This is an optimization exercise on Yosys and OpenROAD, whose aim is small area, not a production implementation.
Only the layout flow was run in this run; the RTL was not checked for function there.
In this run the design's own scripts or RTL, not TritonCTS, make the clock network.
No driver is modelled on the clock port, so clock power and skew are understated where the tree is cut down; a real chip needs a root buffer or a tree.

==> design/flow/config.mk <==
export PLATFORM = sky130hd
export DESIGN_NAME = gnx_link
export DESIGN_NICKNAME = gnx_link
export VERILOG_FILES = /design/flow/design.v
export SDC_FILE = /design/flow/constraint.sdc
export NUM_CORES = 4
export LEC_CHECK = 0
export CAP_MARGIN = 20
export CORE_MARGIN = 2
export CORE_UTILIZATION = 40
export SLEW_MARGIN = 20
==> design/flow/constraint.sdc <==
create_clock -name core_clock -period 5.0 [get_ports {clk}]
set_input_delay 1.0000 -clock core_clock [delete_from_list [all_inputs] [get_ports {clk}]]
set_output_delay 1.0000 -clock core_clock [all_outputs]
set_load 0.01 [all_outputs]
==> design/flow/design.v <==
module gnx_tx (
    input  wire       clk,
    input  wire       rst,
    input  wire       in_valid,
    output wire       in_ready,
    input  wire [7:0] in_data,
    input  wire       in_last,
    output wire       out_valid,
    input  wire       out_ready,
    output reg  [7:0] out_data,
    output wire       out_last
);
    localparam T_CH    = 3'd0;
    localparam T_CMD   = 3'd1;
    localparam T_COL   = 3'd2;    
    localparam T_ALIGN = 3'd3;    
    localparam T_PRE   = 3'd4;    
    localparam T_HDR   = 3'd5;
    localparam T_DATA  = 3'd6;
    localparam T_TAIL  = 3'd7;    
    reg [2:0] state;
    reg [2:0] c;          
    reg [2:0] n;          
    reg       last_seen;  
    reg [6:0] cks;        
    reg [7:0] b0, b1, b2, b3, b4, b5;
    wire full = (n == 3'd7);
    wire drop = (n == 3'd6);
    assign out_valid = (state == T_PRE) || (state == T_DATA) || (state == T_TAIL) ||
                       (state == T_HDR && (!full || in_valid));
    assign out_last  = (state == T_TAIL) && c[0];
    wire cmd_bad = b5[7] || in_data[7];
    assign in_ready = (state == T_CH) || (state == T_COL) || (state == T_CMD) ||
                      (state == T_DATA && full && out_ready);
    wire take = in_valid && in_ready;
    wire xfer = out_valid && out_ready;
    always @(*) begin
        case (state)
            T_PRE: case (c)
                3'd0:    out_data = 8'hF0;
                3'd1:    out_data = 8'h00;
                3'd2:    out_data = 8'h00;
                3'd3:    out_data = 8'h10;
                3'd5:    out_data = 8'h56;
                default: out_data = {1'b0, b0[6:0]};
            endcase
            T_HDR:   out_data = {1'b0, b0[7], b1[7], b2[7], b3[7], b4[7], b5[7], full & in_data[7]};
            T_TAIL:  out_data = c[0] ? 8'hF7 : {1'b0, cks};
            default: out_data = {1'b0, b0[6:0]};
        endcase
    end
    wire shift = (take && !(state == T_COL && drop) && !(state == T_CMD && cmd_bad)) ||
                 (state == T_ALIGN && c != 3'd6) ||
                 (xfer && state == T_PRE && (c == 3'd4 || c == 3'd6)) ||
                 (xfer && state == T_DATA);
    always @(posedge clk) begin
        if (shift) begin
            b0 <= b1;
            b1 <= b2;
            b2 <= b3;
            b3 <= b4;
            b4 <= b5;
            b5 <= {in_data[7] & take, in_data[6:0]};
        end
    end
    always @(posedge clk) begin
        if (rst) begin
            state <= T_CH;
            cks   <= 7'd0;
        end else begin
            if (xfer && !(state == T_PRE && c == 3'd0) && !(state == T_TAIL && c[0]))
                cks <= cks ^ out_data[6:0];
            case (state)
                T_CH:    if (take && !in_last) state <= T_CMD;
                T_CMD:   if (take) state <= !cmd_bad ? T_ALIGN : in_last ? T_CH : T_COL;
                T_ALIGN: if (c == 3'd6) state <= (n == 3'd0) ? T_PRE : T_HDR;
                T_PRE:   if (xfer && c == 3'd6) state <= last_seen ? T_TAIL : T_COL;
                T_COL:   if (take && (drop ? in_last : (in_last || n == 3'd5)))
                             state <= drop ? T_CH : T_ALIGN;
                T_HDR:   if (xfer) state <= T_DATA;
                T_DATA:  if (xfer && n == 3'd1) state <= last_seen ? T_TAIL : T_COL;
                T_TAIL:  if (xfer && c[0]) state <= T_CH;
                default: state <= T_CH;
            endcase
        end
    end
    always @(posedge clk) begin
        case (state)
            T_CH: if (take) begin
                c <= 3'd1;
                n <= 3'd0;
            end
            T_CMD: if (take) begin
                c         <= 3'd2;
                last_seen <= in_last;
                if (cmd_bad && !in_last)
                    n <= 3'd6;
            end
            T_ALIGN:
                c <= (c == 3'd6) ? 3'd0 : c + 3'd1;
            T_PRE: if (xfer)
                c <= (c == 3'd6) ? 3'd0 : c + 3'd1;
            T_COL: if (take && !drop) begin
                c         <= c + 3'd1;
                last_seen <= in_last;
                n         <= (n == 3'd5 && !in_last) ? 3'd7 : n + 3'd1;
            end
            T_DATA: if (xfer) begin
                n <= n - 3'd1;
                if (full)
                    last_seen <= in_last;
            end
            T_TAIL: if (xfer)
                c <= 3'd1;
            default: ;
        endcase
    end
endmodule
module gnx_rx (
    input  wire       clk,
    input  wire       rst,
    input  wire       in_valid,
    output wire       in_ready,
    input  wire [7:0] in_data,
    input  wire       in_last,
    output wire       out_valid,
    input  wire       out_ready,
    output wire [7:0] out_data,
    output wire       out_last,
    output wire [2:0] out_status
);
    reg [3:0] cnt;       
    reg [6:0] d1;        
    reg [7:0] pend;      
    reg [7:0] sh;        
    reg [6:0] cks;       
    reg       bad;       
    reg       idbad;     
    wire in_pay = cnt[3];                         
    wire is_hdr = (sh[6:0] == 7'd0);
    wire emit   = (cnt == 4'd7) || (in_pay && !is_hdr);    
    assign out_valid = in_valid && (in_last || emit);
    assign in_ready  = (in_last || emit) ? out_ready : 1'b1;
    assign out_data  = pend;
    assign out_last  = in_last;
    wire take = in_valid && in_ready;
    wire pack_ok = !sh[0] && ((sh & (sh - 8'd1)) == 8'd0);
    assign out_status = (bad || !in_pay || in_data != 8'hF7) ? 3'd1 :
                        (cks != 7'd0)                        ? 3'd2 :
                        idbad                                ? 3'd3 :
                        !pack_ok                             ? 3'd4 : 3'd0;
    always @(posedge clk) begin
        if (take)
            d1 <= in_data[6:0];
        if (take && !in_last && (cnt == 4'd5 || emit))
            pend <= {sh[7] & in_pay, d1};
    end
    always @(posedge clk) begin
        if (rst || (take && in_last)) begin
            cnt   <= 4'd0;
            sh    <= 8'h80;
            cks   <= 7'd0;
            bad   <= 1'b0;
            idbad <= 1'b0;
        end else if (take) begin
            if (!in_pay)
                cnt <= cnt + 4'd1;
            if (cnt == 4'd0) begin
                if (in_data != 8'hF0)
                    bad <= 1'b1;
            end else begin
                if (in_data[7])
                    bad <= 1'b1;
                cks <= cks ^ in_data[6:0];
            end
            case (cnt)
                4'd1, 4'd2: if (in_data[6:0] != 7'h00) idbad <= 1'b1;
                4'd3:       if (in_data[6:0] != 7'h10) idbad <= 1'b1;
                4'd5:       if (in_data[6:0] != 7'h56) idbad <= 1'b1;
                default: ;
            endcase
            if (in_pay)
                sh <= is_hdr ? {d1, 1'b1} : {sh[6:0], 1'b0};
        end
    end
endmodule
module gnx_link (
    input  wire       clk,
    input  wire       rst,
    input  wire       tx_in_valid,
    output wire       tx_in_ready,
    input  wire [7:0] tx_in_data,
    input  wire       tx_in_last,
    output wire       tx_out_valid,
    input  wire       tx_out_ready,
    output wire [7:0] tx_out_data,
    output wire       tx_out_last,
    input  wire       rx_in_valid,
    output wire       rx_in_ready,
    input  wire [7:0] rx_in_data,
    input  wire       rx_in_last,
    output wire       rx_out_valid,
    input  wire       rx_out_ready,
    output wire [7:0] rx_out_data,
    output wire       rx_out_last,
    output wire [2:0] rx_out_status
);
    gnx_tx u_tx (
        .clk(clk), .rst(rst),
        .in_valid(tx_in_valid), .in_ready(tx_in_ready), .in_data(tx_in_data), .in_last(tx_in_last),
        .out_valid(tx_out_valid), .out_ready(tx_out_ready), .out_data(tx_out_data),
        .out_last(tx_out_last)
    );
    gnx_rx u_rx (
        .clk(clk), .rst(rst),
        .in_valid(rx_in_valid), .in_ready(rx_in_ready), .in_data(rx_in_data), .in_last(rx_in_last),
        .out_valid(rx_out_valid), .out_ready(rx_out_ready), .out_data(rx_out_data),
        .out_last(rx_out_last), .out_status(rx_out_status)
    );
endmodule
==> design/flow/flow/run.sh <==
#!/bin/bash
# The standard layout with three changes:
#  - after the standard synthesis, the combinational logic is mapped again with an area-oriented
#    ABC script (a timed &deepsyn search, then amap, best of four seeds; flip-flops, their names and cell types are kept exactly as synthesis made them);
#  - the port buffers are the smallest buffer cell;
#  - the clock tree is four clkbuf_16, each driving the clocks of a quarter of the flip-flops
#    (flow/clock_buffer.tcl runs before CTS and takes the place of clock_tree_synthesis).
set -euo pipefail
export BUFFER_PORTS_ARGS="-buffer_cell sky130_fd_sc_hd__buf_1"
R=orfs/results/sky130hd/gnx_link/base
LIB=$FLOW_HOME/platforms/sky130hd/lib/sky130_fd_sc_hd__tt_025C_1v80.lib

bash standard.sh synth > synth.log 2>&1
cp $R/1_2_yosys.v $R/1_2_yosys_std.v

# four seeds of the search in parallel; the smallest result is kept
for S in 1 2 3 4; do
  printf 'strash\n&get -n\n&deepsyn -T 30 -S %d\n&put\ndch -f\namap\n' $S > area_$S.abc
  yosys -p "read_liberty -ignore_miss_func $LIB; read_verilog $R/1_2_yosys_std.v; hierarchy -top $FLOW_TOP;
    setattr -mod -set keep_hierarchy 1 sky130_fd_sc_hd__*df* sky130_fd_sc_hd__conb_*; flatten; opt_clean;
    abc -script area_$S.abc -liberty $LIB -dont_use *lpflow* -dont_use *probe*; opt_clean -purge;
    hilomap -singleton -hicell sky130_fd_sc_hd__conb_1 HI -locell sky130_fd_sc_hd__conb_1 LO;
    insbuf -buf sky130_fd_sc_hd__buf_1 A X; splitnets; opt_clean -purge; tee -o remap_$S.stat stat -liberty $LIB;
    select $FLOW_TOP; write_verilog -noattr -nohex -nodec -selected $R/1_2_yosys_remap_$S.v" > remap_$S.log 2>&1 &
done
wait
best=$(for S in 1 2 3 4; do echo "$(grep 'Chip area for top module' remap_$S.stat | awk '{print $NF}') $S"; done | sort -g | head -1 | awk '{print $2}')
echo "remap: seed $best kept" | tee remap.log
cp $R/1_2_yosys_remap_$best.v $R/1_2_yosys_remap.v
cp $R/1_2_yosys_remap.v $R/1_2_yosys.v
rm -f $R/1_synth.odb $R/1_synth.sdc

export PRE_CTS_TCL=$PWD/flow/clock_buffer.tcl
bash standard.sh > standard.log 2>&1
==> design/flow/flow/clock_buffer.tcl <==
# Runs before CTS (PRE_CTS_TCL) in place of TritonCTS: the flip-flops are split by position into
# four groups of about the same size, and each group gets its own clock buffer, driven by the
# clock port and placed at the group's centre. CTS's timing repair and detailed placement that
# follow in cts.tcl legalize the buffers.
# split the clock loads into groups by position, one clock buffer per group at its centre
proc clock_buffers { ngroups cell } {
  set block [ord::get_db_block]
  set dbu [$block getDbUnitsPerMicron]
  set items {}
  foreach p [sta::net_load_pins [get_nets clk]] {
    set loc [[[sta::sta_to_db_pin $p] getInst] getLocation]
    lappend items [list $p [lindex $loc 0] [lindex $loc 1]]
  }
  # four groups: halves by x, each split in halves by y; otherwise columns by x
  set items [lsort -real -index 1 $items]
  set n [llength $items]
  set groups {}
  if { $ngroups == 4 } {
    set half [expr { $n / 2 }]
    foreach part [list [lrange $items 0 [expr {$half-1}]] [lrange $items $half end]] {
      set part [lsort -real -index 2 $part]
      set h2 [expr { [llength $part] / 2 }]
      lappend groups [lrange $part 0 [expr {$h2-1}]] [lrange $part $h2 end]
    }
  } else {
    for {set g 0} {$g < $ngroups} {incr g} {
      lappend groups [lrange $items [expr {$g*$n/$ngroups}] [expr {($g+1)*$n/$ngroups-1}]]
    }
  }
  set k 0
  foreach grp $groups {
    set sx 0; set sy 0; set pins {}
    foreach it $grp { lappend pins [lindex $it 0]; set sx [expr {$sx+[lindex $it 1]}]; set sy [expr {$sy+[lindex $it 2]}] }
    set m [llength $grp]
    set buf [sta::sta_to_db_inst [insert_buffer -buffer_cell $cell -net clk -load_pins $pins \
      -location [list [expr {double($sx)/$m/$dbu}] [expr {double($sy)/$m/$dbu}]] \
      -buffer_name clkbuf_root$k -net_name clk_root$k]]
    foreach it [$buf getITerms] { if { [$it getNet] ne "NULL" } { [$it getNet] setSigType CLOCK } }
    puts "clock_buffer: [$buf getName] drives $m flip-flops"
    incr k
  }
}

clock_buffers 4 sky130_fd_sc_hd__clkbuf_16
proc clock_tree_synthesis { args } { puts "clock_tree_synthesis skipped: $args" }
==> design/flow/standard.sh <==
#!/bin/bash
# synth_recipe.tcl (not shown) runs the flow's synth.tcl, then flattens the netlist and writes it again
# the make line also repeats each setting of config.mk as NAME=value (left out here)
make -C /OpenROAD-flow-scripts/flow DESIGN_CONFIG=/design/flow/config.mk WORK_HOME=/design/flow/orfs CLKGATE_MAP_FILE= SYNTH_SCRIPT=/design/flow/synth_recipe.tcl "${@:-finish}"
==> flow_summary.toml <==
[status]
status = "no timing/DRC/antenna violations"

[placement]
placed_cell_area_mm2 = 0.00444
place.gp.congestion = 0.945
hpwl_um = 6110
port_buffers = 48

[sta]
setup_tns_ns = 0
period_needed_ns = 4.43
finalCritPeriodShare = 0.885
finalHoldViolations = 0
rsz0062_at_grt = "false"
worst_slew_margin_rel = 0.486
setup_viol = 0
drv_slew = 0
skew_ns = 0.00968
clock.fmax_mhz = 226
tightest_slew_ns = 0.769

[grt]
grt_pass1_wl_um = 13700
antenna_found_initial = 0
grt_max_degree = 27
grt.overflow.total = 0
grt_usage = 0.148
grt_pass1_vias = 2765

[worst_setup_path]
path_cells = "clkinv_1 -> buf_4 -> a22oi_1 -> o21ai_0 -> nor2_1 -> nor2_1 -> a21oi_1 -> clkinv_1 -> o311ai_0 -> buf_4 -> clkinv_1 -> o21ai_0 -> nor2_1 -> clkinv_1 -> nor3_1 -> a21oi_1 -> clkinv_1 -> buf_1"
max_stage_delay_ns = 0.52
worst_path_max_delay_cell = "dfxtp_1"
worstPathMaxFanout = 10
crit_top_cell = "clkinv_1"
crit_buf_inv = 8
r2r_slack_ns = 1.31
critPathTopFamily = "compound AO/OA/AOI/OAI gates"
cp.arrival_ns = 3.43
critPathLaunchType = "register"
path_class = "reg2out"
cp-end-kind = "primary output"
required_ns = 4.00

[floorplanning]
num_io_pins = 49
die-area_mm2 = 0.0110
fp.dieW_um = 105
core_area_mm2 = 0.00982
start_util = 0.413
fp.dieH_um = 105
rows = 36

[clock_network]
clock_latency_ns = 0.16
hold_buffers = 0
postCtsResizedCells = 0
path_clk_slew_ns = 0.10
cts_setup_buffers = 0

[yosys]
syn-num-nets = 396
ys.warnings.count = 2
netlist_instances = 372
synth_area_mm2 = 0.00406
synth_area_per_cell_um2 = 10.9

[power]
p_leak_nw = 1.42
power.total_w = 0.00146
cellPowerDensity_mw_per_mm2 = 321
irDropWorstVdd_mv = 0.239

[layout]
n_antenna_cell = 0
fin_nets = 453
design_area_mm2 = 0.00454
drive_gt1_frac = 0.0211
area_growth_pct = 11.9

[route]
vias = 2942
vias_per_cell = 5.25
ant_nets = 0
first_pass_iters = 4
drc = 0
drtIter0Drc = 181
wire_per_inst_um = 14.8
routed_wl_um = 8270

[flow_run]
cap_violations = 0

[hold_path]
hold_path_class = "reg2reg"
[cell usage in the layout, fill, tap and decap left out, drive strengths merged, types with 2 or more instances in the layout]
master	instances
nor2	70
edfxtp	70
buf	52
clkinv	36
dfxtp	31
nand2	29
a21oi	29
o21ai	24
nor3	16
a211oi	11
o22ai	7
a311oi	7
nand3	6
clkbuf	4
nor2b	3
o211ai	3
a31oi	3
nor4	3
a32oi	3
nand4	2
nand3b	2
and3	2
o32ai	2
[metal layers]
metal  global-route usage  vias up  wire length (um)
met5                    0        -                 0
li1                     -     1481                 -
met3               0.0137       12               431
met1                0.225     1365              3950
met4               0.0267        0               153
met2                0.233       84              3740
[worst reg2reg max path: stages (launching register included)]
cell and delay, ns:
dfxtp_1 0.52, clkinv_1 0.11, buf_4 0.19, a22oi_1 0.27
o21ai_0 0.20, nor2_1 0.24, nor2_1 0.06, a21oi_1 0.16
clkinv_1 0.11, o311ai_0 0.28, buf_4 0.22, clkinv_1 0.13
o21ai_4 0.49, buf_4 0.39
[area by class of cell, clock buffers not listed]
cell class / count / area [um^2]
inverter: 36 / 135
timing repair buffer: 52 / 210
sequential: 101 / 2720
fill: 963 / 5280
multi-input combinational: 234 / 1210
tap: 133 / 166
[through the flow]
step,hold WS [ns],cells,setup WS (ns),util
6_report,0.415,560,0.573,0.462
5_1_grt,0.435,560,0.0272,0.462
4_1_cts,0.405,560,0.775,0.462
3_5_place_dp,0.405,556,0.786,0.452
3_3_place_gp,0.401,556,0.859,0.452
2_1_floorplan,0.400,372,0.638,-
[final timing paths]
path                      start              to  cells after the start
setup / recovery  u_tx.state[2]  tx_out_data[5]                     18
hold / removal       u_tx.b4[5]      u_tx.b3[5]                      0
setup reg to reg  u_tx.state[2]      u_tx.b1[3]                     13
hold reg to reg      u_tx.b4[5]      u_tx.b3[5]                      0
[power breakdown]
group,internal (W),total [W],switching [W]
logic,0.0000390,0.000131,0.0000917
clock network,0.000147,0.000342,0.000195
registers,0.000958,0.000984,0.0000263
[registers in the layout (all words and copies together) (netlist names), 3 cells and up]
register and cells:
u_rx.d1 7, u_tx.b4 8, u_tx.n 3, u_tx.b0 8
u_tx.c 3, u_rx.cnt 4, u_rx.cks 7, u_tx.b3 8
u_tx.b1 8, u_tx.b5 8, u_tx.state 3, u_rx.pend 8
u_tx.b2 8, u_tx.cks 7, u_rx.sh 8

==> what the ideal ports hide <==
The flow's constraints put no driver on any port. The routed layout listed below was extracted and timed again, unchanged, in two steps.
Step 1 (the two cells are an assumption about what drives the block):
set clk [get_ports {clk}]
set_driving_cell -lib_cell sky130_fd_sc_hd__clkbuf_16 $clk
set_driving_cell -lib_cell sky130_fd_sc_hd__buf_2 [delete_from_list [all_inputs] $clk]
Step 2 also shifts input and output timing later by t, the mid clock arrival at the registers, as if the neighbouring blocks saw the same clock.
a / b / c = ideal ports / drivers / drivers and shift; a / b = the first two.
t (ns): 0.231
setup WS [ns]: 0.573 / 0.495 / 0.726
worst setup path at the end: register to output
clock arrival spread, ns: 0.010 / 0.010
slew at the worst register clock pin (ns): 0.10 / 0.10
After both steps this run still meets setup and hold. For this run, drivers alone change the setup slack by -0.078 ns; drivers and shift together by +0.153 ns.
